This is an optimization exercise on Yosys and OpenROAD, whose aim is small area, a short achievable clock period and few clock cycles per item, not a production implementation.
Function was checked by simulation only, so behaviour that the tests miss may differ from the original.
No activity file was given, so power comes from the tool's default toggle rates.

==> design/flow/design.v <==
module nmea_core (
    input  wire       clk,
    input  wire       rst,
    input  wire       in_valid,
    output reg        in_ready,
    input  wire [9:0] in_beat,
    output reg        out_valid,
    input  wire       out_ready,
    output reg  [9:0] out_beat
);
    localparam integer N  = 160;   
    localparam integer D  = 86;    
    localparam integer Q  = 4;     
    localparam [7:0] CAP = 8'd79;
    localparam [7:0] CH_LF  = 8'h0A;
    localparam [7:0] CH_CR  = 8'h0D;
    localparam [7:0] CH_DOL = 8'h24;
    localparam [7:0] CH_STR = 8'h2A;
    localparam [7:0] CH_COM = 8'h2C;
    function [7:0] inc;   
        input [7:0] a;
        inc = (a == N - 1) ? 8'd0 : a + 8'd1;
    endfunction
    function [4:0] hexval;   
        input [7:0] b;
        begin
            if (b >= 8'h30 && b <= 8'h39)      hexval = {1'b1, b[3:0]};
            else if (b >= 8'h41 && b <= 8'h46) hexval = {1'b1, b[3:0] + 4'd9};
            else if (b >= 8'h61 && b <= 8'h66) hexval = {1'b1, b[3:0] + 4'd9};
            else                               hexval = 5'd0;
        end
    endfunction
    function in_range;
        input [7:0] x, lo, hi;
        in_range = (lo <= hi) ? (x >= lo && x < hi) : (x >= lo || x < hi);
    endfunction
    reg  [8*N-1:0] ring;
    reg  [7:0] W;             
    reg  [7:0] R;             
    wire [7:0] ring_w = ring[8*N-1 -: 8];
    wire [7:0] ring_r = ring[8*D+7 -: 8];
    reg        wr_en;
    reg  [7:0] wr_byte;
    always @(posedge clk)
        ring <= {ring[8*(N-1)-1:0], wr_en ? wr_byte : ring_w};
    reg  [9:0] iq0, iq1;
    reg  [1:0] occ;
    wire       acc  = in_valid && in_ready;
    reg        cons;              
    wire [9:0] hb   = iq0;
    wire       hv   = (occ != 2'd0);
    reg  [6:0] len;           
    reg  [6:0] sl;            
    reg  [6:0] hlen;          
    reg        sdollar;       
    reg        lastcr;        
    reg        hpend;         
    reg  [7:0] lstart;        
    reg  [7:0] wp;            
    reg  [3:0] enabled;
    reg  [7:0] xr, xs;
    reg        star, cs, fc, fcok;
    reg  [7:0] star_a, fc_a;
    reg  [1:0] ac;
    reg  [4:0] hx1, hx2;
    reg  [3:0] m;             
    reg        c_ok;
    reg  [1:0] c_t;
    reg  [7:0] c_f0, c_f1;
    reg        e_job, e_eos;
    localparam [2:0] RS_IDLE = 3'd0, RS_WS = 3'd1, RS_SS = 3'd2,
                     RS_JOB = 3'd3, RS_WH = 3'd4, RS_SH = 3'd5;
    reg  [2:0] rs;
    reg  [7:0] rs_a;
    reg  [6:0] rs_n;
    reg        rs_eos;
    reg  [1:0] q_t  [0:Q-1];
    reg  [7:0] q_f0 [0:Q-1];
    reg  [7:0] q_f1 [0:Q-1];
    reg  [3:0] q_e  [0:Q-1];
    reg  [1:0] qh, qtl;
    reg  [2:0] qc;
    reg  [7:0] tail_f1;
    reg  [3:0] eos_tail;
    reg  [3:0] rd_e;
    reg        rd_m;
    reg  [7:0] ra;
    reg  [7:0] vb, va;
    reg        v_go;           
    wire [6:0] vi = len;
    wire [4:0] hxb = hexval(vb);
    wire       is_str = (vb == CH_STR);
    wire       is_com = (vb == CH_COM);
    wire [7:0] ckval   = (ac == 2'd2 && hx1[4] && hx2[4]) ? {hx2[3:0], hx1[3:0]} : 8'h00;
    wire       ck_ok   = star ? (xs == ckval) : (xr == 8'h00);
    wire       cm_ok   = fcok && (!star || cs);
    wire       ty_ok   = |(m & enabled);
    wire       cand_ok = (vb == CH_CR) && (vi >= 7'd6) && (vi <= 7'd78) && ty_ok && ck_ok && cm_ok;
    wire [1:0] cand_t  = {m[3] | m[2], m[3] | m[1]};
    wire [7:0] cand_f0 = inc(fc_a);
    wire [7:0] cand_f1 = star ? star_a : va;
    wire       h_data = hv && !hb[9];
    wire       h_last = hb[8];
    wire [7:0] h_b    = hb[7:0];
    wire       h_lf   = (h_b == CH_LF);
    wire       h_cmd  = hv && (hb[9:8] == 2'b10);
    wire [6:0] len1 = (len == 7'd80) ? 7'd80 : len + 7'd1;
    wire [6:0] sl1  = (sl == 7'd80) ? 7'd80 : sl + 7'd1;
    wire       sd1  = (sl == 7'd0) ? (h_b == CH_DOL) : sdollar;
    wire       useful = (len1 <= 7'd79) || (sd1 && sl1 <= 7'd79);
    wire [1:0] hd_t  = q_t[qh];
    wire [7:0] hd_f0 = q_f0[qh];
    wire [7:0] hd_f1 = q_f1[qh];
    wire [3:0] hd_e  = q_e[qh];
    wire [7:0] hull_lo = rd_m ? ra : hd_f0;
    wire       w_free  = (qc == 3'd0) || !in_range(W, hull_lo, tail_f1);
    wire       aligned = (len == 7'd0) || (W == wp);
    wire       q_room   = (qc + {2'b00, e_job}) < Q;
    wire       eos_room = (eos_tail <= 4'd13);
    wire [8:0] s0_sum = {1'b0, lstart} + {2'b00, hlen};
    wire [7:0] s0     = (s0_sum >= N) ? s0_sum - N : s0_sum[7:0];
    wire       can_out = !out_valid || out_ready;
    integer k;
    always @(posedge clk) begin
        W <= inc(W);
        R <= inc(R);
        if (rst) begin
            W <= 8'd0;
            R <= N - 1 - D;
        end
    end
    reg        s1_end, s1_job, s1_rare, s1_eos, s1_store;
    reg        deq, enq;
    reg        rd_tail_dec;
    reg  [9:0] emit_beat;
    reg        emit;
    always @* begin
        cons     = 1'b0;
        s1_end   = 1'b0;
        s1_job   = 1'b0;
        s1_rare  = 1'b0;
        s1_eos   = 1'b0;
        s1_store = 1'b0;
        v_go     = 1'b0;
        vb       = h_b;
        va       = W;
        wr_en    = 1'b0;
        wr_byte  = h_b;
        if (rs == RS_IDLE && hv) begin
            if (h_data && !h_lf) begin
                if (h_last) begin
                    s1_end = 1'b1;
                    s1_eos = 1'b1;
                    s1_job = (h_b == CH_CR);
                    s1_rare = hpend && sd1 && (h_b == CH_CR);
                end
                if ((!s1_end || (eos_room && (!s1_job || q_room))) &&
                    (!useful || (aligned && w_free))) begin
                    cons     = 1'b1;
                    v_go     = 1'b1;
                    s1_store = useful;
                    wr_en    = useful;
                end
            end else if (h_data) begin
                s1_end  = 1'b1;
                s1_eos  = h_last;
                s1_job  = (sl != 7'd0) && lastcr;
                s1_rare = (sl != 7'd0) && hpend && sdollar && lastcr;
                if ((!s1_eos || eos_room) && (!s1_job || q_room))
                    cons = 1'b1;
            end else if (h_cmd) begin
                s1_eos = (h_b[7:4] == 4'h3);
                if (!s1_eos || eos_room)
                    cons = 1'b1;
            end else begin
                cons = 1'b1;   
            end
        end else if (rs == RS_WS || rs == RS_SS || rs == RS_WH || rs == RS_SH) begin
            v_go = (W == rs_a);
            vb   = ring_w;
        end
    end
    always @* begin
        emit        = 1'b0;
        emit_beat   = 10'h300;
        deq         = 1'b0;
        rd_tail_dec = 1'b0;
        if (qc != 3'd0) begin
            if (rd_e != hd_e) begin
                emit = can_out;
            end else if (!rd_m) begin
                emit      = can_out;
                emit_beat = {2'b10, 6'd0, hd_t};
            end else if (ra == hd_f1) begin
                deq = 1'b1;
            end else if (R == ra && can_out) begin
                emit      = 1'b1;
                emit_beat = {2'b00, ring_r};
            end
        end else if (eos_tail != 4'd0 && can_out) begin
            emit        = 1'b1;
            rd_tail_dec = 1'b1;
        end
    end
    wire       st2_job = e_job && c_ok;
    wire [3:0] eos_tail_dec = eos_tail - {3'd0, rd_tail_dec};
    always @(posedge clk) begin
        if (rst) begin
            occ      <= 2'd0;
            in_ready <= 1'b1;
        end else begin
            case ({acc, cons})
                2'b10: begin
                    if (occ == 2'd0) iq0 <= in_beat; else iq1 <= in_beat;
                    occ      <= occ + 2'd1;
                    in_ready <= (occ == 2'd0);
                end
                2'b01: begin
                    iq0      <= iq1;
                    occ      <= occ - 2'd1;
                    in_ready <= 1'b1;
                end
                2'b11: begin
                    if (occ == 2'd1) iq0 <= in_beat;
                    else begin iq0 <= iq1; iq1 <= in_beat; end
                end
                default: ;
            endcase
        end
        if (v_go) begin
            if (vi == 7'd0) begin
                xr <= 8'h00;
                star <= 1'b0; cs <= 1'b0; fc <= 1'b0; fcok <= 1'b0;
                ac <= 2'd3;
            end else begin
                xr <= xr ^ vb;
                if (is_str) begin
                    star   <= 1'b1;
                    xs     <= xr;
                    star_a <= va;
                    cs     <= fc;
                    ac     <= 2'd0;
                end else if (ac != 2'd3) begin
                    ac <= ac + 2'd1;
                end
                if (is_com && !fc) begin
                    fc   <= 1'b1;
                    fcok <= (vi >= 7'd6);
                    fc_a <= va;
                end
            end
            hx2 <= hx1;
            hx1 <= hxb;
            case (vi)
                7'd3: m <= {vb == "R", vb == "G", vb == "G", vb == "G"};
                7'd4: m <= m & {vb == "M", vb == "S", vb == "N", vb == "G"};
                7'd5: m <= m & {vb == "C", vb == "A", vb == "S", vb == "A"};
                default: ;
            endcase
            c_ok <= cand_ok;
            c_t  <= cand_t;
            c_f0 <= cand_f0;
            c_f1 <= cand_f1;
            wp   <= inc(va);
        end
        e_job <= 1'b0;
        e_eos <= 1'b0;
        if (rst) begin
            len     <= 7'd0;
            sl      <= 7'd0;
            hlen    <= 7'd0;
            hpend   <= 1'b0;
            enabled <= 4'b1111;
            rs      <= RS_IDLE;
        end else begin
            case (rs)
                RS_IDLE: if (cons) begin
                    if (h_data && !h_lf) begin
                        if (len == 7'd0) lstart <= W;
                        sdollar <= sd1;
                        lastcr  <= (h_b == CH_CR);
                        if (!h_last) begin
                            len <= len1;
                            sl  <= sl1;
                        end else begin
                            sl <= 7'd0;
                            if (s1_rare) begin
                                len    <= 7'd0;
                                rs     <= (sl1 <= 7'd79) ? RS_WS : RS_JOB;
                                rs_a   <= s0;
                                rs_n   <= sl1;
                                rs_eos <= 1'b1;
                                c_ok   <= 1'b0;
                            end else begin
                                e_job <= s1_job;
                                e_eos <= 1'b1;
                                if (h_b == CH_CR || len1 > CAP[6:0]) begin
                                    len <= 7'd0; hpend <= 1'b0; hlen <= 7'd0;
                                end else begin
                                    len <= len1; hpend <= 1'b1; hlen <= len1;
                                end
                            end
                        end
                    end else if (h_data) begin
                        sl <= 7'd0;
                        if (s1_rare) begin
                            len    <= 7'd0;
                            rs     <= (sl <= 7'd79) ? RS_WS : RS_JOB;
                            rs_a   <= s0;
                            rs_n   <= sl;
                            rs_eos <= h_last;
                            c_ok   <= 1'b0;
                        end else begin
                            e_job <= s1_job;
                            e_eos <= h_last;
                            if (sl != 7'd0) begin
                                if (lastcr || len > CAP[6:0]) begin
                                    len <= 7'd0; hpend <= 1'b0; hlen <= 7'd0;
                                end else begin
                                    hpend <= 1'b1; hlen <= len;
                                end
                            end
                        end
                    end else if (h_cmd) begin
                        case (h_b[7:4])
                            4'h1: begin len <= 7'd0; hpend <= 1'b0; hlen <= 7'd0; sl <= 7'd0; enabled <= 4'b1111; end
                            4'h2: begin len <= 7'd0; hpend <= 1'b0; hlen <= 7'd0; sl <= 7'd0; enabled <= h_b[3:0]; end
                            4'h3: e_eos <= 1'b1;
                            default: ;
                        endcase
                    end
                end
                RS_WS: begin
                    len <= 7'd0;
                    if (W == rs_a) begin
                        rs   <= RS_SS;
                        len  <= 7'd1;
                        rs_a <= inc(rs_a);
                        rs_n <= rs_n - 7'd1;
                        if (rs_n == 7'd1) rs <= RS_JOB;
                    end
                end
                RS_SS: begin
                    len  <= len1;
                    rs_a <= inc(rs_a);
                    rs_n <= rs_n - 7'd1;
                    if (rs_n == 7'd1) rs <= RS_JOB;
                end
                RS_JOB: begin
                    e_job <= 1'b1;
                    e_eos <= rs_eos;
                    rs    <= RS_WH;
                    rs_a  <= lstart;
                    rs_n  <= hlen;
                    len   <= 7'd0;
                end
                RS_WH: begin
                    if (W == rs_a) begin
                        len  <= 7'd1;
                        rs_a <= inc(rs_a);
                        rs_n <= rs_n - 7'd1;
                        rs   <= (rs_n == 7'd1) ? RS_IDLE : RS_SH;
                    end
                end
                RS_SH: begin
                    len  <= len1;
                    rs_a <= inc(rs_a);
                    rs_n <= rs_n - 7'd1;
                    if (rs_n == 7'd1) rs <= RS_IDLE;
                end
                default: rs <= RS_IDLE;
            endcase
        end
        if (rst) begin
            qh <= 2'd0; qtl <= 2'd0; qc <= 3'd0;
            eos_tail <= 4'd0;
            rd_e <= 4'd0; rd_m <= 1'b0;
            out_valid <= 1'b0;
            out_beat  <= 10'd0;
        end else begin
            if (st2_job) begin
                q_t[qtl]  <= c_t;
                q_f0[qtl] <= c_f0;
                q_f1[qtl] <= c_f1;
                q_e[qtl]  <= eos_tail_dec;
                tail_f1   <= c_f1;
                qtl       <= qtl + 2'd1;
                eos_tail  <= {3'd0, e_eos};
            end else begin
                eos_tail <= eos_tail_dec + {3'd0, e_eos};
            end
            qc <= qc + {2'd0, st2_job} - {2'd0, deq};
            if (deq) begin
                qh   <= qh + 2'd1;
                rd_e <= 4'd0;
                rd_m <= 1'b0;
            end else if (qc != 3'd0 && can_out) begin
                if (rd_e != hd_e) rd_e <= rd_e + 4'd1;
                else if (!rd_m) begin rd_m <= 1'b1; ra <= hd_f0; end
                else if (R == ra) ra <= inc(ra);
            end
            if (emit) begin
                out_valid <= 1'b1;
                out_beat  <= emit_beat;
            end else if (out_ready) begin
                out_valid <= 1'b0;
            end
        end
    end
endmodule
==> design/flow/run.sh <==
#!/bin/bash
# synth_recipe.tcl (not shown) runs the flow's synth.tcl, then flattens the netlist and writes it again
# the make line also repeats each setting of config.mk as NAME=value (left out here)
make -C /OpenROAD-flow-scripts/flow DESIGN_CONFIG=/design/flow/config.mk WORK_HOME=/design/flow/orfs CLKGATE_MAP_FILE= SYNTH_SCRIPT=/design/flow/synth_recipe.tcl finish
==> design/flow/config.mk <==
export PLATFORM = sky130hd
export DESIGN_NAME = nmea_core
export DESIGN_NICKNAME = nmea_core
export VERILOG_FILES = /design/flow/design.v
export SDC_FILE = /design/flow/constraint.sdc
export NUM_CORES = 4
export LEC_CHECK = 0
export CAP_MARGIN = 20
export CORE_MARGIN = 2
export CORE_UTILIZATION = 40
export PLACE_DENSITY = 0.6
export SLEW_MARGIN = 20
==> design/flow/constraint.sdc <==
create_clock -name core_clock -period 8.0 [get_ports {clk}]
set_input_delay 1.6000 -clock core_clock [delete_from_list [all_inputs] [get_ports {clk}]]
set_output_delay 1.6000 -clock core_clock [all_outputs]
set_load 0.01 [all_outputs]
==> flow_summary_export.csv <==
group,metric,value,unit
outcome,status,"timing/DRC/antenna clean",
worst_setup_path,endpoint_kind,"flip-flop",
detailed_routing,routed_wl,65000,um
clock_network,clock_latency,0.74,ns
clock_network,ctsResizeCount,0,
floorplanning,core_area,0.102,sq mm
floorplanning,die_h,325,um
global_routing,grt_first_pass_wirelength,105000,um
yosys,syn_area,0.0413,sq mm
floorplanning,chipWidth,325,um
clock_network,cts_setup_buffers,0,
clock_network,cts_tree,"built",
pwr,power.ir.vdd_worst,0.213,mV
sta,hold_viol,0,
floorplanning,die_area,0.106,sq mm
clock_network,cts-root-buf,"clkbuf_16",
detailed_routing,first_pass_iters,5,
worst_setup_path,path_cells,"buf_4 -> mux4_2 -> nand2_1 -> and2_1 -> inv_1 -> ha_1 -> nand4_1 -> or2_2 -> a311o_1 -> a221o_1 -> o31ai_1 -> a32oi_1 -> buf_4 -> inv_1 -> buf_4",
sta,fmax,191,MHz
yosys,synth_edf_count,228,
placement,placed_area,0.0432,sq mm
clock_network,numCtsBuffers,147,
finish,drive_gt1_frac,0.109,
floorplanning,rows,117,
worst_setup_path,cpMostUsedCell,"buf_4",
sta,max_slew.worst_pin.slew,1.06,ns
placement,place_ws,2.49,ns
placement,portBuffers,25,
yosys,ys_async_sr_fraction,0,
yosys,synth_nets,2770,
yosys,synth.area.top_cells,"dfxtp_1 66%, edfxtp_1 17%, ha_1 2.1%",
worst_hold_path,hold_path.class,"flip-flop to flip-flop",
sta,rsz0062_at_grt,"no",
sta,hold_ws,0.290,ns
clock_network,clock_path_buffers,3,
worst_setup_path,cp_max_fo,23,
global_routing,grt_overflow_total,0,
placement,dpl.hpwl,39300,um
detailed_routing,ant_nets,0,
global_routing,grt_util_all_layers,0.124,
worst_setup_path,rrSetupSlack,2.75,ns
worst_setup_path,crit_path_top_delay_cell,"inv_1",
yosys,synth.avg_cell_area,15.4,sq um
pwr,power_density,356,mW/mm^2
detailed_routing,drc_errors,0,
pwr,power,0.0172,W
sta,setup_ws,2.75,ns
floorplanning,pin_count,26,
clock_network,cts.htree.levels,4,
finish,design_area,0.0483,sq mm
sta,clock_skew,0.0389,ns
yosys,yosys_most_used_dff,"dfxtp_1",
global_routing,antenna_found_initial,0,
sta,period_minus_slack,5.25,ns
sta,tns,0,ns
placement,place.gp.congestion,0.793,
yosys,synth_cell_types,79,
sta,fin_crit_sh,0.656,
worst_setup_path,worstPathRequired,8.41,ns
finish,syn_to_final_growth,16.9,%
worst_setup_path,critPathMaxStageDelay,0.65,ns
detailed_routing,post_drt_via_cell_ratio,4.48,
yosys,synth-seq-area-share,0.825,
pwr,p_leak,18.4,nW
clock_network,cts_hold_buffers,0,
global_routing,grt_max_degree,35,
yosys,synth.most_common_cell,"dfxtp_1",
yosys,yosys.area.top_type_share,0.659,
floorplanning,start_util,0.404,
detailed_routing,num_vias,19248,
worst_setup_path,cp.arrival,5.65,ns
run,cap_violations,0,
detailed_routing,dr.first_iter.drc_count,1220,
yosys,yosysTopAreaCell,"dfxtp_1",
sta,drv_slew,0,
finish,diodes,0,
worst_setup_path,path_class,"flip-flop to flip-flop",
clock_network,clock-sinks,1588,
worst_hold_path,min_from,"ring[264]$_DFF_P_",
yosys,ys_seq_elements,1588,
sta,slew_headroom,0.290,
yosys,ys_top_cells_by_count,"1360 x dfxtp_1, 228 x edfxtp_1, 123 x nand2_1, 123 x nor2_1, 78 x inv_1",
yosys,yosys_warnings,1,
yosys,syn_inst,2684,
global_routing,grt_pass1_vias,19469,
finish,nets,2897,
worst_setup_path,startpoint_type,"flip-flop",
detailed_routing,routedWlPerCell,15.1,um
clock_network,clkTransAtPathRegs,0.06,ns
sta,finalSetupViolCount,0,
-- metrics by stage --
stage | utilization | cells
5_1_grt | 0.473 | 4297
6_report | 0.473 | 4297
3_3_place_gp | 0.422 | 4027
4_1_cts | 0.473 | 4296
3_5_place_dp | 0.422 | 4029
2_1_floorplan | - | 2684
-- report_power, final --
group	internal (W)	switching [W]	total, W
Clock	0.00419	0.00292	0.00711
Combinational	0.000342	0.000576	0.000918
Sequential	0.00888	0.000300	0.00918
Total	0.0134	0.00379	0.0172
-- final cells by class --
cell class / count / area [sq um]
Fill cell: 8760 / 53900
Sequential cell: 1588 / 34100
Multi-Input combinational cell: 955 / 6730
Clock buffer: 210 / 4300
Tap cell: 1368 / 1710
Clock inverter: 57 / 843
Timing Repair Buffer: 41 / 369
Inverter: 78 / 293
-- logic make-up (layout without fill, tap and decap cells) --
family          count (synthesis)  count (layout)  synth area share
simple gates                  469             469            0.0557
xor+xnor                      106             106            0.0225
buf+inv                       141             386            0.0134
compound gates                261             261            0.0428
fa+ha+maj                      72              72            0.0222
mux                            47              47            0.0187
flops                        1588            1588             0.825
-- final timing paths --
path                          end  depth (start not counted)
min             ring[272]$_DFF_P_                          0
max          hx1[4]$_SDFFCE_PP1P_                         15
min reg2reg     ring[272]$_DFF_P_                          0
max reg2reg  hx1[4]$_SDFFCE_PP1P_                         15
-- state kept, by name, summed over array words and instances, names as in the netlist, 10 cells and up, named ones only --
| name | count |
|---|---|
| ring | 1280 |
| q_f0 | 32 |
| q_f1 | 32 |
| q_e | 16 |
| iq0 | 10 |
| iq1 | 10 |
| out_beat | 10 |
-- cells in the final DEF (no fill, tap or decap), drive strengths merged, types with 18 or more instances in the layout --
cell type      instances
a211oi                18
xor2                  41
edfxtp               228
nor3                  39
nand4                 24
inv                   89
clkbuf               210
nand2                123
dfxtp               1360
nand3                 40
mux4                  22
and2                  23
nor2                 126
ha                    70
xnor2                 65
o21ai                 65
clkdlybuf4s50         24
clkinv                31
a21oi                 49
-- layer usage --
layer / up-vias / wire [um] / track usage
li1: 9404 / - / -
met1: 9297 / 30400 / 0.163
met2: 403 / 29100 / 0.192
met3: 144 / 3630 / 0.0343
met4: 0 / 1920 / 0.0531
met5: - / 0 / 0
-- critical path, delay by kind of cell, from the launching register on --
| family | cells | cell delay (ns) |
|---|---|---|
| buffers and inverters | 5 | 1.77 |
| AOI/OAI and AO/OA | 4 | 1.09 |
| DFF | 1 | 0.31 |
| and+or+nand+nor | 4 | 0.84 |
| adders and majority gates | 1 | 0.29 |
| muxes | 1 | 0.55 |
Testbench counts, summed over its fixed seeds: cycles 146,101, bytes 145,071.

-- re-timing with driven ports --
The results above use ideal ports. As a check the final layout listed here was re-extracted and re-timed, cells and wires unchanged. Step 1: set_driving_cell puts a clkbuf_16 on clk and a buf_2 on each other input, an assumption about the parent block. Step 2 adds t to the input delays and takes it off the output delays; t is the mean of the earliest and latest rising clock arrival at the registers after step 1. Input paths then give back, and output paths get back, about the clock's delay inside the block. Slacks: ideal / step 1 / step 2; pairs: ideal / step 1.
shift t [ns]: 0.787
setup slack, ns: 2.755 / 2.755 / 2.755
worst data-port slew with drivers (ns): 0.03
pins driven straight from the clock port: 1
After both steps setup and hold are still met in this run. For this run, drivers alone change the setup slack by 0.000 ns; drivers and shift together by 0.000 ns.
